This is an optimization exercise on Yosys and OpenROAD, whose aim is small area, a short achievable clock period and few clock cycles, not a production implementation. The RTL was checked by simulation tests, not by an equivalence proof against the original design.

[design/flow/run.sh]
#!/bin/bash
# synth_recipe.tcl (not shown) runs the flow's synth.tcl, then flattens the netlist and writes it again
# the make line also repeats each setting of config.mk as NAME=value (left out here)
make -C /OpenROAD-flow-scripts/flow DESIGN_CONFIG=/design/flow/config.mk WORK_HOME=/design/flow/orfs CLKGATE_MAP_FILE= SYNTH_SCRIPT=/design/flow/synth_recipe.tcl finish
[design/flow/config.mk]
export PLATFORM = sky130hd
export DESIGN_NAME = ng_core
export DESIGN_NICKNAME = ng_core
export VERILOG_FILES = /design/flow/design.v
export SDC_FILE = /design/flow/constraint.sdc
export NUM_CORES = 4
export LEC_CHECK = 0
export CAP_MARGIN = 20
export CORE_MARGIN = 2
export CORE_UTILIZATION = 40
export SLEW_MARGIN = 20
[design/flow/constraint.sdc]
create_clock -name core_clock -period 27.0 [get_ports {clk}]
set_input_delay 5.4000 -clock core_clock [delete_from_list [all_inputs] [get_ports {clk}]]
set_output_delay 5.4000 -clock core_clock [all_outputs]
set_load 0.01 [all_outputs]
[design/flow/design.v]
module ng_core (
    input  wire        clk,
    input  wire        rst,
    input  wire        cmd_valid,
    output wire        cmd_ready,
    input  wire [31:0] cmd_word,
    input  wire [63:0] cmd_operand,
    output wire [63:0] state_q,
    output wire [63:0] result,
    output wire [31:0] status,
    output wire        sample_valid,
    input  wire        sample_ready,
    output wire [7:0]  sample_data
);
  localparam integer BUF_DEPTH = 16;
  localparam integer AW        = 4;
  localparam integer CFG_SHIFT = 2;
  localparam [3:0] OP_NOP = 4'h0, OP_SEED = 4'h1, OP_STEP = 4'h2, OP_FILL = 4'h3,
                   OP_LUTRD = 4'h4, OP_ACC = 4'h5, OP_FILT1 = 4'h6, OP_FILTER = 4'h7,
                   OP_ITER = 4'h8, OP_SBWR = 4'h9, OP_SBRD = 4'hA, OP_OBRD = 4'hB;
  localparam [3:0] E_OK = 4'd0, E_ILLEGAL_OP = 4'd1, E_RESERVED_FIELD = 4'd2,
                   E_BAD_OPERAND = 4'd3, E_RANGE = 4'd4;
  localparam [1:0] PH_IDLE = 2'd0, PH_FILL = 2'd1, PH_FILTER = 2'd2, PH_EMIT = 2'd3;
  function signed [31:0] coeff;
    input [5:0] k;
    begin
      case (k)
      6'd0: coeff = -32'sd30;
      6'd1: coeff = 32'sd7;
      6'd2: coeff = -32'sd17;
      6'd3: coeff = 32'sd20;
      6'd4: coeff = -32'sd4;
      6'd5: coeff = -32'sd28;
      6'd6: coeff = 32'sd9;
      6'd7: coeff = -32'sd15;
      6'd8: coeff = 32'sd22;
      6'd9: coeff = -32'sd2;
      6'd10: coeff = -32'sd26;
      6'd11: coeff = 32'sd11;
      6'd12: coeff = -32'sd13;
      6'd13: coeff = 32'sd24;
      6'd14: coeff = 32'sd0;
      6'd15: coeff = -32'sd24;
      6'd16: coeff = 32'sd13;
      6'd17: coeff = -32'sd11;
      6'd18: coeff = 32'sd26;
      6'd19: coeff = 32'sd2;
      6'd20: coeff = -32'sd22;
      6'd21: coeff = 32'sd15;
      6'd22: coeff = -32'sd9;
      6'd23: coeff = 32'sd28;
      6'd24: coeff = 32'sd4;
      6'd25: coeff = -32'sd20;
      6'd26: coeff = 32'sd17;
      6'd27: coeff = -32'sd7;
      6'd28: coeff = 32'sd30;
      6'd29: coeff = 32'sd6;
      6'd30: coeff = -32'sd18;
      6'd31: coeff = 32'sd19;
      6'd32: coeff = -32'sd5;
      6'd33: coeff = -32'sd29;
      6'd34: coeff = 32'sd8;
      6'd35: coeff = -32'sd16;
      6'd36: coeff = 32'sd21;
      6'd37: coeff = -32'sd3;
      6'd38: coeff = -32'sd27;
      6'd39: coeff = 32'sd10;
      6'd40: coeff = -32'sd14;
      6'd41: coeff = 32'sd23;
      6'd42: coeff = -32'sd1;
      6'd43: coeff = -32'sd25;
      6'd44: coeff = 32'sd12;
      6'd45: coeff = -32'sd12;
      6'd46: coeff = 32'sd25;
      6'd47: coeff = 32'sd1;
      6'd48: coeff = -32'sd23;
      6'd49: coeff = 32'sd14;
      6'd50: coeff = -32'sd10;
      6'd51: coeff = 32'sd27;
      6'd52: coeff = 32'sd3;
      6'd53: coeff = -32'sd21;
      6'd54: coeff = 32'sd16;
      6'd55: coeff = -32'sd8;
      6'd56: coeff = 32'sd29;
      6'd57: coeff = 32'sd5;
      6'd58: coeff = -32'sd19;
      6'd59: coeff = 32'sd18;
      6'd60: coeff = -32'sd6;
      6'd61: coeff = -32'sd30;
      6'd62: coeff = 32'sd7;
      6'd63: coeff = -32'sd17;
      default: coeff = 32'sd0;
      endcase
    end
  endfunction
  function signed [31:0] lut_entry;
    input [2:0] i;
    input [7:0] j;
    integer k;
    reg signed [31:0] sum;
    begin
      sum = 32'sd0;
      for (k = 0; k < 8; k = k + 1) begin
        if (j[k])
          sum = sum + coeff({i, k[2:0]});
        else
          sum = sum - coeff({i, k[2:0]});
      end
      lut_entry = sum;
    end
  endfunction
  function signed [31:0] acc_sum;
    input [63:0] x;
    integer i;
    reg signed [31:0] sum;
    begin
      sum = 32'sd0;
      for (i = 0; i < 8; i = i + 1)
        sum = sum + lut_entry(i[2:0], x[8*i +: 8]);
      acc_sum = sum;
    end
  endfunction
  function [63:0] lfsr_next;
    input [63:0] x;
    begin
      lfsr_next = {x[62:0], x[63] ^ x[62] ^ x[60] ^ x[59]};
    end
  endfunction
  reg [63:0] s_reg;
  reg [63:0] result_reg;
  reg [3:0]  err_reg;
  reg        busy;
  reg [1:0]  phase;
  reg        is_iter;      
  reg [AW:0] cnt_n;        
  reg [AW:0] idx;          
  reg [63:0] sb [0:BUF_DEPTH-1];
  reg [7:0]  ob [0:BUF_DEPTH-1];
  wire [3:0]  op   = cmd_word[3:0];
  wire [7:0]  rsv  = cmd_word[11:4];
  wire [19:0] addr = cmd_word[31:12];
  wire fmt_z  = (op == OP_NOP) || (op == OP_STEP);
  wire fmt_c  = (op == OP_FILL);
  wire fmt_cp = (op == OP_FILTER) || (op == OP_ITER);
  wire fmt_t  = (op == OP_LUTRD);
  wire fmt_a  = (op == OP_SBRD) || (op == OP_OBRD);
  wire fmt_av = (op == OP_SBWR);
  wire [31:0] opd_n = cmd_operand[31:0];
  wire [31:0] opd_p = cmd_operand[63:32];
  reg [3:0] dec_err;
  always @(*) begin
    dec_err = E_OK;
    if (op >= 4'hC)
      dec_err = E_ILLEGAL_OP;
    else if (rsv != 8'd0 || (!(fmt_a || fmt_av) && addr != 20'd0))
      dec_err = E_RESERVED_FIELD;
    else if ((fmt_z && cmd_operand != 64'd0) ||
             (fmt_c && cmd_operand[63:32] != 32'd0) ||
             (fmt_t && cmd_operand[63:11] != 53'd0) ||
             (fmt_a && cmd_operand != 64'd0) ||
             (fmt_cp && opd_p == 32'd0))
      dec_err = E_BAD_OPERAND;
    else if (((fmt_c || fmt_cp) && opd_n > 32'd16) ||
             ((fmt_a || fmt_av) && addr >= 20'd16))
      dec_err = E_RANGE;
  end
  wire [AW-1:0]      idx_a   = idx[AW-1:0];
  wire [63:0]        far_in  = busy ? sb[idx_a] : cmd_operand;
  wire signed [31:0] far_sum = acc_sum(far_in);
  wire signed [31:0] far_shr = far_sum >>> CFG_SHIFT;
  wire [7:0]         far_smp = far_shr[7:0];
  wire [63:0] s_next = lfsr_next(s_reg);
  wire signed [31:0] lut_rd = lut_entry(cmd_operand[10:8], cmd_operand[7:0]);
  wire accept = cmd_valid && cmd_ready;
  wire last   = (idx + 1'b1 == cnt_n);
  assign cmd_ready    = !busy && !rst;
  assign state_q      = s_reg;
  assign result       = result_reg;
  assign status       = {24'd0, err_reg, phase, (s_reg == 64'd0), busy};
  assign sample_valid = busy && (phase == PH_EMIT);
  assign sample_data  = ob[idx_a];
  always @(posedge clk) begin
    if (rst) begin
      s_reg      <= 64'd1;
      result_reg <= 64'd0;
      err_reg    <= E_OK;
      busy       <= 1'b0;
      phase      <= PH_IDLE;
      is_iter    <= 1'b0;
      cnt_n      <= {(AW+1){1'b0}};
      idx        <= {(AW+1){1'b0}};
    end else if (accept) begin
      err_reg <= dec_err;
      idx     <= {(AW+1){1'b0}};
      if (dec_err == E_OK) begin
        case (op)
          OP_SEED:  s_reg <= cmd_operand;
          OP_STEP: begin
            s_reg      <= s_next;
            result_reg <= s_next;
          end
          OP_LUTRD: result_reg <= {{32{lut_rd[31]}}, lut_rd};
          OP_ACC:   result_reg <= {{32{far_sum[31]}}, far_sum};
          OP_FILT1: result_reg <= {{56{far_smp[7]}}, far_smp};
          OP_SBWR:  sb[addr[AW-1:0]] <= cmd_operand;
          OP_SBRD:  result_reg <= sb[addr[AW-1:0]];
          OP_OBRD:  result_reg <= {{56{ob[addr[AW-1:0]][7]}}, ob[addr[AW-1:0]]};
          OP_FILL, OP_FILTER, OP_ITER: begin
            cnt_n   <= opd_n[AW:0];
            is_iter <= (op == OP_ITER);
            if (opd_n != 32'd0) begin
              busy  <= 1'b1;
              phase <= (op == OP_FILTER) ? PH_FILTER : PH_FILL;
            end
          end
          default: ;
        endcase
      end
    end else if (busy) begin
      case (phase)
        PH_FILL: begin
          s_reg    <= s_next;
          sb[idx_a] <= s_next;
          idx      <= idx + 1'b1;
          if (last) begin
            idx <= {(AW+1){1'b0}};
            if (is_iter) phase <= PH_FILTER;
            else begin
              busy  <= 1'b0;
              phase <= PH_IDLE;
            end
          end
        end
        PH_FILTER: begin
          ob[idx_a] <= far_smp;
          idx       <= idx + 1'b1;
          if (last) begin
            idx <= {(AW+1){1'b0}};
            if (is_iter) phase <= PH_EMIT;
            else begin
              busy  <= 1'b0;
              phase <= PH_IDLE;
            end
          end
        end
        PH_EMIT: begin
          if (sample_ready) begin
            idx <= idx + 1'b1;
            if (last) begin
              idx   <= {(AW+1){1'b0}};
              busy  <= 1'b0;
              phase <= PH_IDLE;
            end
          end
        end
        default: begin
          busy  <= 1'b0;
          phase <= PH_IDLE;
        end
      endcase
    end
  end
endmodule
==> results.cfg <==
[placed_design]
gp_congestion = 1.00
dp_cells = 16200
place_hpwl_mm = 319
pre_cts_ws_ns = 3.09
io_buffers = 244

[cts]
cts_tree = yes
cts_htree_levels = 3
cts_resized = 0
hold_buffers = 0
clk_pin_slew_ns = 0.06
cts-buffers-inserted = 118
clk_latency_ns = 0.80
clock_path_buffers = 3
clkSinkCount = 1301
cts-root-buf = clkbuf_16
post_cts_buffers = 0

[route]
num_vias = 98200
drtIter0Drc = 9891
wl_met3_mm = 34.9
met1_length_mm = 175
drt-total-wl_mm = 422
drtPass1Iterations = 8
wl_per_cell_um = 25.7
vias_per_cell = 5.99
final_antenna_net_count = 0
drc_errors = 0
topRoutingLayerUsed = met5
met2WireLength_mm = 189

[worst_setup_path]
ff2ff_setup_slack_ns = 5.52
cp_slowest_stage_delay_ns = 0.72
endpoint_kind = flop
cp_data_required_time_ns = 27.63
cp_top_family = XOR/XNOR gates
rr_worst_depth = 78
critPathBufInv = 4
crit_slowest_cell = nand2_2
crit_top_cell = xnor2_1
startpoint_type = input pin
path_max_fanout = 33
critical_path_class = input pin to flop
rr_endpoint = result_reg[31]
critPathArrivalTime_ns = 24.20

[floorplan]
core-area_um2 = 312000
fp.dieH_um = 563
die_x_um = 563
io_pins = 270
dieArea_um2 = 317000
initial_core_util_pct = 40.1
rows = 205

[job]
drv_cap = 0

[logic_synthesis]
syn-cell-area_um2 = 125000
synth_compound_area_share_pct = 16.6
yosys.area_share.simple_pct = 9.59
synth_top_area_share_pct = 27.7
synth_top_family_by_area = adder cells
synth_top_area_cell = edfxtp_1
synthFlopType = edfxtp_1
yosys_warnings = 1
synthMuxAreaShare_pct = 13.7
synthTopCellsByArea = edfxtp_1, ha_1, mux4_2, xnor2_1, fa_1
synth-edff-count = 1152
yosys_register_bits = 1301
ys_types = 102
synthArstFlopShare_pct = 0
synthCells = 12000
yosys.area_share.adder_pct = 18.0
ys_seq_area_share_pct = 30.0
avgSynthCellArea_um2 = 10.5
synth-xor-area-share_pct = 8.29

[global_route]
antenna_found_initial = 30
grt_overflow = 0
grt_pass1_vias = 92700
grt_start_max_net_pins = 89
grt_pass1_wl_mm = 614
gr-usage-all-layers_pct = 25.9

[min_path]
hp-start = result_reg[25]
worstHoldPathCells = 2
hold_path_class = flop to flop
holdPathEnd = result_reg[25]

[sta]
fin_skew_ns = 0.0968
worst_slew_pin_slew_ns = 1.16
drv_slew = 0
setup-violations-final = 0
max_freq_mhz = 42.4
slew_headroom_pct = 21.8
rsz0062_at_grt = no
final.min_clock_period_ns = 23.57
hold_slack_ns = 0.456
timing.final.crit_share_pct = 87.3
timing.final.hold_violations = 0
finalSetupTns_ns = 0
setup_ws_ns = 3.43

[cells_and_area]
final_nets = 13900
seq_area_um2 = 37600
fillers = 29300
syn_to_final_growth_pct = 9.49
final_cell_count_no_fill = 16400
top_register = sb
drive_above_1_share_pct = 10.3
largest_reg_flops = 1024
utilization_pct = 44.0
reg.largest.list = sb x1024, ob x128
multi_input_area_um2 = 83500

[status]
outcome = finished clean
==> synthesized netlist by cell type, types with 66 or more instances <==
library cell,count
inv_1,748
ha_1,1356
dfxtp_1,149
a31oi_1,106
a21boi_0,100
o21ai_0,673
nand3_1,183
nor3_1,209
a21o_1,378
nor2_1,867
xnor2_1,822
mux2_2,101
or3_1,66
a211oi_1,130
and3_1,88
nand2b_1,162
fa_1,280
mux4_2,613
o21bai_1,195
nor2b_1,130
xor2_1,332
a21oi_1,940
mux2i_1,194
o21a_1,149
nand2_1,544
buf_1,89
clkbuf_1,240
edfxtp_1,1152
==> through the flow <==
stage / instance area (um^2)
floorplan: 125000
global route: 137000
detailed placement: 133000
CTS: 137000
finish: 137000
global placement: 133000
==> worst max path at each step <==
stage                     from              to  slack (ns)  cells past startpoint
6_report       cmd_operand[41]  result_reg[31]        3.43                     76
3_3_place_gp   cmd_operand[49]  result_reg[58]        3.38                     65
5_1_grt        cmd_operand[41]  result_reg[43]        2.49                     76
2_1_floorplan  cmd_operand[10]  result_reg[33]        5.78                     70
4_1_cts        cmd_operand[41]  result_reg[50]        3.75                     76
3_5_place_dp   cmd_operand[41]  result_reg[48]        3.09                     76
==> layout make-up <==
type                    count  area share, %
diodes                     12         0.0219
clock inverters            73          0.575
well taps                4140           3.78
clock buffers             149           2.28
inverters                 751           2.06
repair buffers            431           2.87
multi-input cells        9551           61.0
flip-flops and latches   1301           27.4
==> routing by layer <==
layer  GRT usage, %  vias up
met5              0        -
met4           11.8       14
met3           4.31      692
met2           41.2     4053
met1           34.5    48100
li1               -    45400
==> tightest hold or removal path, cell delays in order, from the launching register on <==
cell and delay [ns]:
dfxtp_1 0.31, nand2_1 0.05, a21oi_1 0.05
==> kinds of logic (layout without fill, tap and decap cells) <==
family          Yosys count  count (layout)
xor+xnor               1166            1166
other cells               2              67
fa+ha+maj              1636            1636
flops                  1301            1301
mux                     918             918
buf+inv                1152            1404
compound gates         3237            3237
simple gates           2539            2539
==> placed cells by master (no fill, tap or decap), drive strengths merged, types with 63 or more instances in the layout <==
master and n:
ha 1356, edfxtp 1152, a21oi 942, nor2 867
xnor2 823, inv 753, o21ai 689, mux4 622
nand2 545, a21o 378, xor2 332, fa 280
clkdlybuf4s50 238, nor3 209, o21bai 195, mux2i 195
buf 192, nand3 183, nand2b 162, clkbuf 150
o21a 149, dfxtp 149, a211oi 131, nor2b 130
a31oi 106, mux2 101, a21boi 101, and3 88
or3 66, o211ai 63
Testbench counts, summed over its fixed seeds: cycles 34,447.

what the ideal ports hide:
No port has a modelled driver above. Below, the same layout with a new extraction and two added sets of constraints. Step 1 assumes that a clkbuf_16 drives the clock port and a buf_2 every other input. Step 2 adds t to the input delays and takes it off the output delays; t is the mean of the earliest and latest rising clock arrival at the registers after step 1. Input paths then give back, and output paths get back, about the clock's delay inside the block. a / b / c = ideal / step 1 / step 2; a / b = the first two.
t (ns): 0.816
setup slack, ns: 3.430 / 3.474 / 2.658
worst slew at a driven data input, ns: 0.32
After both steps setup and hold are still met in this run. For this run, drivers alone change the setup slack by +0.044 ns; drivers and shift together by -0.772 ns.
